This design comes from an exercise in tuning for small area, a short achievable clock period and few clock cycles on the open sky130 flow, not from production work.
The RTL was checked by simulation tests, not by an equivalence proof against the original design.
Power figures rest on the tool's default switching activity, not on a simulated workload.

## alpha
## cgfc
module cgfc #(
    parameter RAM_SIZE = 256,
    parameter AW       = 8           
) (
    input             clk,
    input             rst,           
    input             req,
    input             we,
    input      [16:0] addr,
    input      [1:0]  size,
    input      [31:0] wdata,
    output            ack,
    output     [31:0] rdata,
    output            berr
);
    localparam [7:0] C_OK        = 8'h00, C_ENC_BYTE  = 8'h01, C_ENC_END  = 8'h02,
                     C_DEC_START = 8'h03, C_DEC_DATA  = 8'h04, C_DEC_CMPL = 8'h05,
                     E_ILLEGAL   = 8'h80, E_CONFIG    = 8'h81, E_BOUNDS   = 8'h82,
                     E_CRC       = 8'h83, E_MALFORMED = 8'h84, E_OVERFLOW = 8'h85,
                     E_OVF_END   = 8'h86;
    localparam [1:0] ENC_DONE = 2'd0, ENC_CODE = 2'd1, ENC_DATA = 2'd2, ENC_TERM = 2'd3;
    localparam [1:0] DEC_IDLE = 2'd0, DEC_BLOCK = 2'd1, DEC_PBLOCK = 2'd2;
    localparam [3:0] S_IDLE  = 4'd0,   
                     S_DONE  = 4'd1,   
                     S_CRC   = 4'd2,   
                     S_SCAN  = 4'd3,   
                     S_BDATA = 4'd4,   
                     S_BTAIL = 4'd5,   
  ...
Size: roughly 9600 cells after synthesis, ~120000 um^2 of cells after synthesis.
clock: 10.0 ns
lec_check: 0
cap_margin: 20
cell_pad_in_sites_detail_placement: 1
cell_pad_in_sites_global_placement: 1
core_margin: 2
core_utilization: 45
place_density: 0.6
setup_slack_margin: 4
slew_margin: 20
tns_end_percent: 5
standard.sh (not shown) runs the stock make flow with config.mk's settings and CLKGATE_MAP_FILE= SYNTH_SCRIPT=/design/flow/synth_recipe.tcl, a recipe that flattens the netlist after the stock synthesis.
==> flow/flow/run.sh <==
#!/bin/bash
# The standard layout (standard.sh: the standard flow's synthesis and ORFS steps, unchanged
# settings from config.mk), with two differences in how it sizes cells:
#  - the port buffers are buf_4 cells instead of the delay-cell buffer
#    buffer_ports picks by default;
#  - the resizer may swap a cell for one of another footprint
#    (MATCH_CELL_FOOTPRINT=0), so those buffers and the logic can be resized.
# ORFS writes each step's full log under orfs/logs/; make's own output goes to
# standard.log here.
set -euo pipefail
cd "$(dirname "$0")/.."
bash standard.sh MATCH_CELL_FOOTPRINT=0 \
    "BUFFER_PORTS_ARGS=-buffer_cell sky130_fd_sc_hd__buf_4" finish > standard.log 2>&1
Testbench counts of alpha, summed over its fixed seeds: cycles 39,514.
What beta does differently from alpha at the input level:
--- a/flow/design.v
+++ b/flow/design.v
@@ -88,20 +88,15 @@
     wire        z_f  = fl == 8'h00;
     wire        z_f1 = fl[7:1] == 7'h00;
     wire        z_r  = rsv == 8'h00;
     wire        z_i  = imm == 8'h00;
     wire op_multi = op == 8'h12 || op == 8'h40 || op == 8'h41 || op == 8'h42 ||
                     op == 8'h48 || op == 8'h49 || op == 8'h4A || op == 8'h50 ||
                     (op == 8'h21 && ((enc_st == ENC_CODE && !bs_done) || pw_en));
-    reg  [2:0]    pf_v;     
-    reg  [AW-1:0] pf_a;     
-    reg  [23:0]   pf_d;
-    wire pf_hit   = ram_win && size == 2'd0 && !we && addr[15:AW] == 0 &&
-                    addr[AW-1:0] == pf_a && pf_v[0];
-    wire two_cyc  = (ram_ok && !we && !pf_hit) || (is_cmd && op_multi);
+    wire two_cyc  = (ram_ok && !we) || (is_cmd && op_multi);
     function [10:0] dl2_of(input [7:0] n, input [2:0] w);
         reg [10:0] n1;
         begin
             n1 = {3'd0, n} + 11'd1;
             case (w)
                 3'd2:    dl2_of = {n1[9:0], 1'b0};
                 3'd3:    dl2_of = n1 + {n1[9:0], 1'b0};
@@ -299,15 +294,15 @@
     wire   idle_n = rst || (idle ? !(req && two_cyc) : (fin_pred || state == S_WAIT));
     wire   bs_keep = idle && !pw_en &&
                      !(req && is_cmd && (op == 8'h01 || op == 8'h20 || op == 8'h21));
     wire   bs_adv  = bs_keep && enc_st == ENC_CODE && !bs_done;
     assign berr  = !(reg_ok || ram_ok);
     wire [7:0] ram_rd = ({8{rd_sel[0]}} & bank_q[7:0])   | ({8{rd_sel[1]}} & bank_q[15:8]) |
                         ({8{rd_sel[2]}} & bank_q[23:16]) | ({8{rd_sel[3]}} & bank_q[31:24]);
-    assign rdata = {24'd0, ram_rd | (pf_hit ? pf_d[7:0] : 8'h00)} | (reg_ok ? reg_rd : 32'd0);
+    assign rdata = {24'd0, ram_rd} | (reg_ok ? reg_rd : 32'd0);
     assign dec_wa = dec_base[AW-1:0] + dec_len[AW-1:0];
     wire          dec_room = !dec_ovf && dec_len < dec_cap;
     wire          cmd_dec = idle && req && is_cmd && op == 8'h31 && z_f && z_r;
     wire dec_emit_lit = dec_st != DEC_IDLE && dec_cnt != 8'd0 && imm != 8'h00;
     wire dec_emit_zero = dec_st == DEC_BLOCK && dec_cnt == 8'd0 && imm != 8'h00;
     wire [3:0] lanes_n = (nb == 3'd1) ? 4'b0001 : (nb == 3'd2) ? 4'b0011 :
                          (nb == 3'd3) ? 4'b0111 : (nb == 3'd4) ? 4'b1111 : 4'b0000;
@@ -340,20 +335,19 @@
             encp_n   = 0; enc_rem <= 0; enc_out <= 8'd0;
             dec_st    <= DEC_IDLE; dec_cnt <= 8'd0; dec_ovf <= 1'b0;
             dec_base  <= 0; dec_cap <= 0; dec_len <= 0;
             frm_len   <= 0; frm_crc <= 16'd0; frm_resp <= 16'd0; frm_wval <= 16'd0;
             frm_sval  <= 32'd0;
             ptr_n = 0; cnt <= 0; acc <= 16'd0; first <= 1'b0; ptr_off4 <= 1'b0;
             cflag <= 1'b0; btail <= 1'b0; bs1 <= 1'b0; flen <= 0;
-            rd_sel <= 4'b0000; pf_v <= 3'b000; pf_a <= 0; pf_d <= 24'd0; k <= 0; bs_done <= 1'b0; resp <= 16'd0; woob <= 1'b0;
+            rd_sel <= 4'b0000; k <= 0; bs_done <= 1'b0; resp <= 16'd0; woob <= 1'b0;
         end else begin
             case (state)
             S_IDLE: if (req) begin
-                if (ram_ok && !we && pf_hit) begin
-                end else if (ram_ok && !we) begin
+                if (ram_ok && !we) begin
                     ptr_n   = {1'b0, addr[AW-1:0]};
                     rd_sel <= ram_in ? (4'b0001 << addr[1:0]) : 4'b0000;
                     state_n = S_RD;
                 end else if (reg_ok && we && !is_cmd) begin
                     case (addr[15:0])
                         16'h0008: begin cfg_w <= wdata[2:0]; cfg_n <= wdata[15:8]; end
                         16'h0010: arg0 <= wdata;
@@ -539,17 +533,14 @@
                     default: code = E_ILLEGAL;
                     endcase
                 end
             end
             S_DONE: state_n = S_IDLE;
             S_RD: begin
                 rd_sel  <= 4'b0000;
-                pf_v    <= (rd_sel != 4'b0000) ? 3'b111 : 3'b000;
-                pf_a    <= ptr[AW-1:0] + 1'b1;
-                pf_d    <= {r3, r2, r1};
                 state_n = S_IDLE;
             end
             S_WAIT: state_n = S_IDLE;
             S_CRC: begin
                 acc <= acc_n;
                 ptr_n = ptr + 9'd4;
                 cnt <= cnt - {6'd0, nb};
@@ -647,20 +638,14 @@
                     enc_st <= ENC_DATA;
                 end
             end
             if (fin) begin
                 st_code <= code;
                 if (code[7]) st_err <= 1'b1;
             end
-            if (idle && req && we) pf_v <= 3'b000;
-            else if (idle && req && pf_hit) begin
-                pf_v <= {1'b0, pf_v[2:1]};
-                pf_a <= pf_a + 1'b1;
-                pf_d <= {8'h00, pf_d[23:8]};
-            end
             if (idle_n) begin
                 if (!bs_keep) begin
                     k       <= 0;
                     bs_done <= 1'b0;
                 end else if (enc_st == ENC_CODE && !bs_done) begin
                     if (shit) begin
                         k       <= skk;
==> comparison <==
- Upper clock frequency limit: beta vs alpha — no meaningful difference
- Worst setup slack in beta is 0.017 ns higher than in alpha
- Re post-place instance area: alpha was higher than beta.
- In beta the number of ordinary and repair buffers in the finished layout turned out 13 lower than in alpha.
- Ff count | beta vs alpha | beta lower
- Post-cts sizing count, beta vs alpha: up by more than 10%
- A start point of the critical path of addr[9] is what beta shows, while addr[6] belongs to alpha.
- Global-route usage ended up 0.39 points lower on beta than on alpha.
- Summary: power, beta better than alpha
- Sequential share of layout area ends up higher on beta.
Testbench counts of beta, summed over its fixed seeds: cycles 41,416.

==> re-timing with driven ports <==
No port has a modelled driver above. Below, the same layouts with a new extraction and two added sets of constraints. Step 1, drivers: a clkbuf_16 drives clk and a buf_2 each remaining input, both assumed. Step 2 adds t to the input delays and takes it off the output delays; t is the mean of the earliest and latest rising clock arrival at the registers after step 1. Input paths then give back, and output paths get back, about the clock's delay inside the block. Slacks: ideal / step 1 / step 2; pairs: ideal / step 1.
run	shift t [ns]	setup slack, ns	worst hold slack (ns)
alpha	1.006	3.669 / 3.509 / 2.868	0.457 / 0.457 / 0.457
beta	0.985	3.686 / 3.492 / 3.002	0.455 / 0.455 / 0.455
After both steps every run listed still meets setup and hold. The setup slack of alpha, which loses most, moves by -0.160 ns with the drivers and by -0.801 ns with both steps.
